This design comes from an exercise in tuning for small area and a short achievable clock period on the open sky130 flow, not from production work.
In this exercise RTL edits were held to simulation tests only and were not proved equivalent to the original.

`flow/design.v`:
```
module fp_unpack (
    input  wire              fmt,     
    input  wire [31:0]       w,
    input  wire              flip,    
    output wire              s,
    output wire              zero,
    output wire              inf,
    output wire              nan,
    output reg  signed [9:0] x,
    output reg  [23:0]       sig
);
    wire [7:0]  f = fmt ? w[30:23] : {3'b000, w[14:10]};
    wire [22:0] t = fmt ? w[22:0]  : {w[9:0], 13'd0};
    wire        fmax  = fmt ? (&w[30:23]) : (&w[14:10]);
    wire        fzero = (f == 8'd0);
    wire        tzero = (t == 23'd0);
    assign s    = (fmt ? w[31] : w[15]) ^ flip;
    assign zero = fzero & tzero;
    assign inf  = fmax & tzero;
    assign nan  = fmax & ~tzero;
    integer i;
    reg [4:0] k;                     
    always @* begin
        k = 5'd0;
        for (i = 0; i < 23; i = i + 1)
            if (t[i]) k = 22 - i;
        if (!fzero) begin
            x   = $signed({2'b00, f});
            sig = {1'b1, t};
        end else begin
            x   = -$signed({5'd0, k});
            sig = {t, 1'b0} << k;
        end
    end
endmodule
module fp_finish (
    input  wire              fmt,
    input  wire              s,
    input  wire signed [9:0] be,
    input  wire [23:0]       m,
    input  wire              h,
    input  wire              st,
    input  wire [1:0]        rm,
    output reg  [31:0]       r
);
    localparam [1:0] RTZ = 2'd0, RNE = 2'd1, RUP = 2'd2, RDN = 2'd3;
    reg  [31:0]       ovf;
    reg  signed [9:0] e1;
    reg  [23:0]       m1;
    reg               h1, st1, lsb, hr, sr;
    reg  [9:0]        sh;
    reg  [48:0]       ext;
    reg               inc;
    reg  [24:0]       m2;
    reg               big;
    always @* begin
        case (rm)
            RTZ:     big = 1'b0;
            RNE:     big = 1'b1;
            RUP:     big = ~s;
            default: big = s;
        endcase
        if (fmt)
            ovf = big ? {s, 8'hFF, 23'd0} : {s, 8'hFE, {23{1'b1}}};
        else
            ovf = big ? {16'd0, s, 5'h1F, 10'd0} : {16'd0, s, 5'h1E, {10{1'b1}}};
        e1  = be;
        m1  = m;
        h1  = h;
        st1 = st;
        if (be <= 0) begin
            sh = 1 - be;
            if (sh > 25) sh = 25;
            ext = {m, 25'd0} >> sh;
            m1  = ext[48:25];
            h1  = ext[24];
            st1 = st | h | (|ext[23:0]);
            e1  = 0;
        end
        if (fmt) begin
            lsb = m1[0];  hr = h1;     sr = st1;
        end else begin
            lsb = m1[13]; hr = m1[12]; sr = st1 | h1 | (|m1[11:0]);
        end
        case (rm)
            RTZ:     inc = 1'b0;
            RNE:     inc = hr & (sr | lsb);
            RUP:     inc = ~s & (hr | sr);
            default: inc =  s & (hr | sr);
        endcase
        m2 = {1'b0, m1[23:13], fmt ? m1[12:0] : 13'h1FFF} + inc;
        if (e1 == 0) begin
            if (m2[23]) e1 = 1;
        end else if (m2[24]) begin
            e1 = e1 + 1;
        end
        if (fmt ? (be >= 255 || e1 >= 255) : (be >= 31 || e1 >= 31))
            r = ovf;
        else if (fmt)
            r = {s, e1[7:0], m2[22:0]};
        else
            r = {16'd0, s, e1[4:0], m2[22:13]};
    end
endmodule
module fp_fmt (
    input  wire [2:0]  op,
    input  wire        fmt,
    input  wire [1:0]  rm,
    input  wire [31:0] a,
    input  wire [31:0] b,
    output reg  [31:0] r
);
    localparam [2:0] OP_MUL = 3'd1, OP_ADD = 3'd2, OP_SUB = 3'd3, OP_DIV = 3'd4;
    localparam [1:0] RDN = 2'd3;
    wire        sa, sb, a_zero, a_inf, a_nan, b_zero, b_inf, b_nan;
    wire signed [9:0] xa, xb;
    wire [23:0] ma, mb;
    fp_unpack u_a (.fmt(fmt), .w(a), .flip(1'b0),         .s(sa), .zero(a_zero),
                   .inf(a_inf), .nan(a_nan), .x(xa), .sig(ma));
    fp_unpack u_b (.fmt(fmt), .w(b), .flip(op == OP_SUB), .s(sb), .zero(b_zero),
                   .inf(b_inf), .nan(b_nan), .x(xb), .sig(mb));
    wire sx = sa ^ sb;
    wire signed [9:0] bias = fmt ? 10'sd127 : 10'sd15;
    wire [47:0]       prod  = ma * mb;
    wire signed [9:0] mul_x = xa + xb - bias;
    wire signed [9:0] mul_be = prod[47] ? mul_x + 10'sd1 : mul_x;
    wire [23:0]       mul_m  = prod[47] ? prod[47:24] : prod[46:23];
    wire              mul_h  = prod[47] ? prod[23] : prod[22];
    wire              mul_st = prod[47] ? (|prod[22:0]) : (|prod[21:0]);
    wire a_ge = (xa > xb) || ((xa == xb) && (ma >= mb));
    wire              s_big = a_ge ? sa : sb;
    wire signed [9:0] x_big = a_ge ? xa : xb;
    wire signed [9:0] x_sml = a_ge ? xb : xa;
    wire [23:0]       m_big = a_ge ? ma : mb;
    wire [23:0]       m_sml = a_ge ? mb : ma;
    wire [9:0]        dexp  = x_big - x_sml;
    wire              same_mag = (xa == xb) && (ma == mb);
    wire              eff_sub  = sa ^ sb;
    reg  [4:0]        dsat;
    reg  [50:0]       ext;
    reg  [26:0]       al;           
    reg  [27:0]       sum;
    reg  [4:0]        z;
    reg  [27:0]       nrm;
    reg  signed [9:0] add_be;
    reg  [23:0]       add_m;
    reg               add_h, add_st;
    integer           i;
    always @* begin
        dsat = (dexp > 10'd26) ? 5'd26 : dexp[4:0];
        ext  = {m_sml, 27'd0} >> dsat;
        al   = {ext[50:25], |ext[24:0]};
        sum  = eff_sub ? ({1'b0, m_big, 3'b000} - {1'b0, al})
                       : ({1'b0, m_big, 3'b000} + {1'b0, al});
        z = 5'd0;
        for (i = 0; i < 27; i = i + 1)
            if (sum[i]) z = 26 - i;
        if (sum[27]) begin
            add_be = x_big + 10'sd1;
            add_m  = sum[27:4];
            add_h  = sum[3];
            add_st = |sum[2:0];
        end else begin
            nrm    = sum << z;
            add_be = x_big - $signed({5'd0, z});
            add_m  = nrm[26:3];
            add_h  = nrm[2];
            add_st = |nrm[1:0];
        end
    end
    wire [25:0] tq;
    wire        dst;
    fp_div u_div (.ma(ma), .mb(mb), .tq(tq), .dst(dst));
    wire signed [9:0] div_x  = xa - xb + bias;
    wire signed [9:0] div_be = tq[25] ? div_x : div_x - 10'sd1;
    wire [23:0]       div_m  = tq[25] ? tq[25:2] : tq[24:1];
    wire              div_h  = tq[25] ? tq[1] : tq[0];
    wire              div_st = tq[25] ? (tq[0] | dst) : dst;
    reg               k_s;
    reg  signed [9:0] k_be;
    reg  [23:0]       k_m;
    reg               k_h, k_st;
    wire [31:0]       fin;
    always @* begin
        case (op)
            OP_MUL: begin
                k_s = sx; k_be = mul_be; k_m = mul_m; k_h = mul_h; k_st = mul_st;
            end
            OP_DIV: begin
                k_s = sx; k_be = div_be; k_m = div_m; k_h = div_h; k_st = div_st;
            end
            default: begin
                k_s = eff_sub ? s_big : sa;
                k_be = add_be; k_m = add_m; k_h = add_h; k_st = add_st;
            end
        endcase
    end
    fp_finish u_finish (
        .fmt(fmt), .s(k_s), .be(k_be), .m(k_m), .h(k_h), .st(k_st), .rm(rm), .r(fin)
    );
    wire [31:0] qnan = fmt ? 32'h7FFF_FFFE : 32'h0000_7FFE;
    wire [31:0] infw = fmt ? 32'h7F80_0000 : 32'h0000_7C00;
    wire [31:0] sgn  = fmt ? 32'h8000_0000 : 32'h0000_8000;
    wire [31:0] aw   = fmt ? a : {16'd0, a[15:0]};
    wire [31:0] bw   = fmt ? {sb, b[30:0]} : {16'd0, sb, b[14:0]};
    always @* begin
        case (op)
            OP_MUL: begin
                if (a_nan || b_nan || (a_inf && b_zero) || (a_zero && b_inf))
                    r = qnan;
                else if (a_inf || b_inf)
                    r = infw | (sx ? sgn : 32'd0);
                else if (a_zero || b_zero)
                    r = sx ? sgn : 32'd0;
                else
                    r = fin;
            end
            OP_DIV: begin
                if (a_nan || b_nan || (a_zero && b_zero) || (a_inf && b_inf))
                    r = qnan;
                else if (b_zero || a_inf)
                    r = infw | (sx ? sgn : 32'd0);
                else if (a_zero || b_inf)
                    r = sx ? sgn : 32'd0;
                else
                    r = fin;
            end
            default: begin
                if (a_nan || b_nan || (a_inf && b_inf && (sa != sb)))
                    r = qnan;
                else if (a_inf)
                    r = infw | (sa ? sgn : 32'd0);
                else if (b_inf)
                    r = infw | (sb ? sgn : 32'd0);
                else if (a_zero && b_zero)
                    r = ((sa == sb) ? sa : (rm == RDN)) ? sgn : 32'd0;
                else if (a_zero)
                    r = bw;
                else if (b_zero)
                    r = aw;
                else if ((sa != sb) && same_mag)
                    r = (rm == RDN) ? sgn : 32'd0;
                else
                    r = fin;
            end
        endcase
    end
endmodule
module fp_div (
    input  wire [23:0] ma,
    input  wire [23:0] mb,
    output wire [25:0] tq,
    output wire        dst
);
    wire [27:0] d2 = {3'b000, mb, 1'b0};
    function [1:0] qsel;
        input [27:0] sp, cp, d;
        input        qp, qn;
        reg   [27:0] s2, c2, ad, ns, nc;
        reg   [3:0]  y;
        begin
            s2 = {sp[26:0], 1'b0};
            c2 = {cp[26:0], 1'b0};
            ad = qp ? ~d : (qn ? d : 28'd0);
            ns = s2 ^ c2 ^ ad;
            nc = {((s2 & c2) | (s2 & ad) | (c2 & ad)), qp};
            y  = ns[26:23] + nc[26:23];
            qsel = {~y[3], y[3] & (y != 4'b1111)};
        end
    endfunction
    reg  [27:0] ws, wc, s2, c2, ad, ps, pc;
    reg  [25:0] qp, qn;
    reg  [1:0]  cpos, czer, cneg, qn2;
    integer     j;
    always @* begin
        ws = {3'b000, ma, 1'b0} ^ ~d2;
        wc = {({3'b000, ma, 1'b0} & ~d2), 1'b1};
        qp = 26'd0;
        qn = 26'd0;
        qp[25] = 1'b1;
        qn2 = qsel({1'b0, ws[27:1]}, {1'b0, wc[27:1]}, 28'd0, 1'b0, 1'b0);
        qp[24] = qn2[1];
        qn[24] = qn2[0];
        for (j = 24; j >= 1; j = j - 1) begin
            cpos = qsel(ws, wc, d2, 1'b1, 1'b0);
            czer = qsel(ws, wc, d2, 1'b0, 1'b0);
            cneg = qsel(ws, wc, d2, 1'b0, 1'b1);
            s2 = {ws[26:0], 1'b0};
            c2 = {wc[26:0], 1'b0};
            ad = qp[j] ? ~d2 : (qn[j] ? d2 : 28'd0);
            ws = s2 ^ c2 ^ ad;
            wc = {((s2 & c2) | (s2 & ad) | (c2 & ad)), qp[j]};
            {qp[j-1], qn[j-1]} = qp[j] ? cpos : (qn[j] ? cneg : czer);
        end
        s2 = {ws[26:0], 1'b0};
        c2 = {wc[26:0], 1'b0};
        ad = qp[0] ? ~d2 : (qn[0] ? d2 : 28'd0);
        ws = s2 ^ c2 ^ ad;
        wc = {((s2 & c2) | (s2 & ad) | (c2 & ad)), qp[0]};
    end
    wire [27:0] wn    = ws + wc;
    wire        wneg  = wn[27];
    wire        wzero = (wn == 28'd0);
    wire        wmd   = ((wn + d2) == 28'd0);
    assign tq  = qp - qn - {25'd0, wneg};
    assign dst = ~wzero & ~wmd;
endmodule
module fpcore (
    input  wire        clk,
    input  wire [2:0]  op,       
    input  wire        fmt,      
    input  wire [1:0]  rm,       
    input  wire [31:0] a,
    input  wire [31:0] b,
    output reg  [31:0] res,
    output reg         inv
);
    reg [2:0]  op_q;
    reg        fmt_q;
    reg [1:0]  rm_q;
    reg [31:0] a_q, b_q;
    always @(posedge clk) begin
        op_q  <= op;
        fmt_q <= fmt;
        rm_q  <= rm;
        a_q   <= a;
        b_q   <= b;
    end
    wire [31:0] r_ar;
    fp_fmt u_ar (
        .op(op_q), .fmt(fmt_q), .rm(rm_q), .a(a_q), .b(b_q), .r(r_ar)
    );
    reg [31:0] res_d;
    reg        inv_d;
    always @* begin
        inv_d = 1'b0;
        case (op_q)
            3'd0:                res_d = fmt_q ? a_q : {16'h0000, a_q[15:0]};
            3'd1, 3'd2, 3'd3, 3'd4:
                                 res_d = r_ar;
            default: begin
                res_d = 32'h0000_0000;
                inv_d = 1'b1;
            end
        endcase
    end
    always @(posedge clk) begin
        res <= res_d;
        inv <= inv_d;
    end
endmodule
```
`flow/run.sh`:
```
#!/bin/bash
# synth_recipe.tcl (not shown) runs the flow's synth.tcl, then flattens the netlist and writes it again
# the make line also repeats each setting of config.mk as NAME=value (left out here)
make -C /OpenROAD-flow-scripts/flow DESIGN_CONFIG=/design/flow/config.mk WORK_HOME=/design/flow/orfs CLKGATE_MAP_FILE= SYNTH_SCRIPT=/design/flow/synth_recipe.tcl finish
```
`flow/config.mk`:
```
export PLATFORM = sky130hd
export DESIGN_NAME = fpcore
export DESIGN_NICKNAME = fpcore
export VERILOG_FILES = /design/flow/design.v
export SDC_FILE = /design/flow/constraint.sdc
export NUM_CORES = 4
export LEC_CHECK = 0
export CAP_MARGIN = 20
export CORE_MARGIN = 2
export CORE_UTILIZATION = 40
export SLEW_MARGIN = 20
```
`flow/constraint.sdc`:
```
create_clock -name core_clock -period 100.0 [get_ports {clk}]
set_input_delay 20.0000 -clock core_clock [delete_from_list [all_inputs] [get_ports {clk}]]
set_output_delay 20.0000 -clock core_clock [all_outputs]
set_load 0.01 [all_outputs]
```
==> summary.txt <==
## registers in the layout (all words and copies together), names as in the netlist
name / count
op_q: 3
inv: 1
b_q: 32
fmt_q: 1
rm_q: 2
a_q: 32
res: 32
## final cells by class
cell class | count | share of cell area (%)
clock buffer | 11 | 0.304
sequential | 103 | 2.48
multi-input combinational | 7950 | 83.5
clock inverter | 5 | 0.0617
antenna | 8 | 0.0241
tap | 2624 | 3.95
timing repair buffer | 308 | 3.12
inverter | 1452 | 6.56
## cell families after synthesis
family | after synthesis | synth area share (%)
and+or+nand+nor | 2802 | 15.7
xor gates and xnor gates | 432 | 5.02
DFF | 103 | 2.62
AOI/OAI and AO/OA | 2397 | 19.1
buffers and inverters | 2029 | 9.76
muxes | 295 | 3.91
adders and majority gates | 2024 | 43.8
## worst max-delay path by stage
stage / from / end / slack (ns)
finish: fmt_q / res[9] / 25.62
global route: fmt_q / res[1] / 20.35
CTS: fmt_q / res[9] / 25.50
detailed placement: fmt_q / res[9] / 25.76
global placement: fmt_q / res[9] / 26.55
floorplan: fmt_q / res[10] / 37.06
## layer usage
metal / global-route usage, % / part of all wire (%) / vias up / routed length (um)
li1: - / - / 32900 / -
met1: 42.9 / 42 / 36600 / 133000
met2: 48.7 / 44 / 3536 / 139000
met3: 4.61 / 8.6 / 621 / 26900
met4: 11.7 / 4.5 / 10 / 14100
met5: 0 / 0.024 / - / 75
## worst register-to-register path, delay by kind of cell (launching register included)
family / cells / cell delay, ns
muxes: 6 / 1.74
xor gates and xnor gates: 14 / 3.65
AOI/OAI and AO/OA: 98 / 20.90
DFF: 1 / 0.84
and+or+nand+nor: 56 / 17.05
adders and majority gates: 42 / 18.94
buffers and inverters: 40 / 11.08
## through the flow
step,hold WS [ns]
5_1_grt,0.611
2_1_floorplan,0.465
3_3_place_gp,0.561
3_5_place_dp,0.567
6_report,0.590
4_1_cts,0.575
## cell usage in the layout (no fill, tap or decap), types with 103 or more instances in the layout
| cell | n |
|---|---|
| inv_1 | 1398 |
| fa_1 | 1225 |
| nand2_1 | 1062 |
| nor2_1 | 936 |
| ha_1 | 797 |
| a21oi_1 | 779 |
| o21ai_0 | 562 |
| xnor2_1 | 271 |
| mux2i_1 | 227 |
| buf_4 | 203 |
| a21o_1 | 152 |
| nand3_1 | 147 |
| xor2_1 | 146 |
| nor3_1 | 145 |
| o21bai_1 | 112 |
| clkdlybuf4s50_1 | 103 |
==> impl_metrics.csv <==
group,metric,value,unit
outcome,status,"finished clean",
sta,setup_viol,0,
floorplan,coreArea,195000,sq um
yosys,yosysTopAreaCell,"fa_1",
clock_tree,cts_resized,0,
yosys,async_flop_share,0,%
cells_and_area,nNetsFinal,11900,
grt,track_usage,31.0,%
floorplan,fp.dieW,448,um
placed_design,place_inst,12400,
yosys,yosysMostFrequentCell,"inv_1",
sta,finalCritPeriodShare,74.4,%
grt,grt_max_degree,81,
drt,drtAntennaViolNets,0,
cells_and_area,fin_cells,12500,
placed_design,io_buffers,103,
cells_and_area,area_growth,5.57,%
job,drv_cap,0,
placed_design,gp_congestion,1.00,
drt,drtIter0Drc,8033,
critical_path,crit_cells,256,
grt,first_global_vias,73700,
clock_tree,cts_tree,"built",
sta,slew_violations,0,
yosys,synthFlopType,"dfxtp_1",
critical_path,slowest_delay,0.96,ns
clock_tree,clockBufferDepth,2,
placed_design,placed_cell_area,82800,sq um
sta,fmax,13.4,MHz
critical_path,cp.arrival,74.64,ns
yosys,ys_ff_latch,103,
floorplan,die-area,200000,sq um
clock_tree,clockRootBuffer,"clkbuf_16",
critical_path,cp_num_buf_inv,40,
critical_path,r2r-start,"fmt_q",
cells_and_area,multi_input_area,69400,sq um
hold_path,min-delay-start,"a_q[17]",
critical_path,r2r_cells,256,
critical_path,reg2reg_slack,25.62,ns
hold_path,hp-class,"flip-flop to flip-flop",
floorplan,start_util,40.3,%
clock_tree,cts_setup_buffers,0,
sta,relSlewSlack,21.0,%
clock_tree,ctsHoldBuffers,0,
yosys,yosysWarnings,5,
clock_tree,cts.sinks,103,
critical_path,path_common_cell,"a21oi_1",
hold_path,holdPathStages,2,
sta,hold_viol,0,
critical_path,rr_endpoint,"res[9]",
critical_path,path_class,"flip-flop to flip-flop",
floorplan,rows,162,
drt,drt_pass1_iterations,7,
clock_tree,clk_latency,0.36,ns
yosys,avgSynthCellArea,7.81,sq um
cells_and_area,final_util,42.6,%
hold_path,hold_end,"res[17]",
sta,rsz0062_at_grt,"no",
grt,grt_remaining_overflow,0,
cells_and_area,drive_gt1_share,4.82,%
yosys,synth_sequential_area_ratio,2.62,%
yosys,synthDistinctLibCells,129,
critical_path,required,100.25,ns
drt,dr_total_vias,73700,
critical_path,crit_fanout,69,
sta,tightest_slew,1.18,ns
clock_tree,cts.clk_slew.worst_paths,0.08,ns
yosys,ys_top_cells_by_count,"inv_1 (1400), fa_1 (1225), nand2_1 (1064)",
critical_path,critical_path.top_delay_family,"compound AO/OA/AOI/OAI gates",
yosys,synth-edff-count,0,
clock_tree,cts_max_level,3,
grt,grt_pass1_wl,473,mm
floorplan,die_h,448,um
grt,antenna_found_initial,10,
drt,wl_per_cell,25.2,um
cells_and_area,final_area,83100,sq um
sta,period_needed,74.38,ns
critical_path,worstSetupStartpointType,"flip-flop",
sta,finClkSkew,0.0132,ns
cells_and_area,regArea,2070,sq um
sta,fin_ws,25.62,ns
yosys,yosysTopAreaCellShare,31.1,%
drt,drt_wl_total,314,mm
yosys,synthTopCellsByArea,"fa_1 (31%), ha_1 (13%), inv_1 (6.7%)",
sta,fin_tns_setup,0,ns
placed_design,hpwl,248,mm
floorplan,io_pins,104,
clock_tree,cts_buffers,9,
drt,vias_per_cell,5.92,
drt,drc,0,
critical_path,cp_slowest_cell,"and2_1",
cells_and_area,fillers,19700,
placed_design,preCtsSetupSlack,25.76,ns
yosys,synth_cells,10100,
yosys,synth_area,78700,sq um
critical_path,endpoint_kind,"flip-flop",
yosys,synth_nets,12200,

[afterwards: timing with drivers on the ports]
The results above use ideal ports. As a check the final layout listed here was re-extracted and re-timed, cells and wires unchanged.
Step 1, drivers: a clkbuf_16 drives clk and a buf_2 each remaining input, both assumed.
Step 2 moves the port delays by t, midway between the first and last clock arrival at a register: inputs arrive t later, outputs are due t later. That takes back most of the time a late clock gives input paths.
a / b / c = no drivers / after step 1 / after step 2; a / b = the first two.
t (ns): 0.397
slack for setup (ns): 25.616 / 25.616 / 25.616
worst hold slack (ns): 0.590 / 0.590 / 0.590
worst setup path after step 2: register to register
worst data-port slew with drivers (ns): 0.05
After both steps setup and hold are still met in this run. The setup slack of this run moves by 0.000 ns with the drivers and by 0.000 ns with both steps.
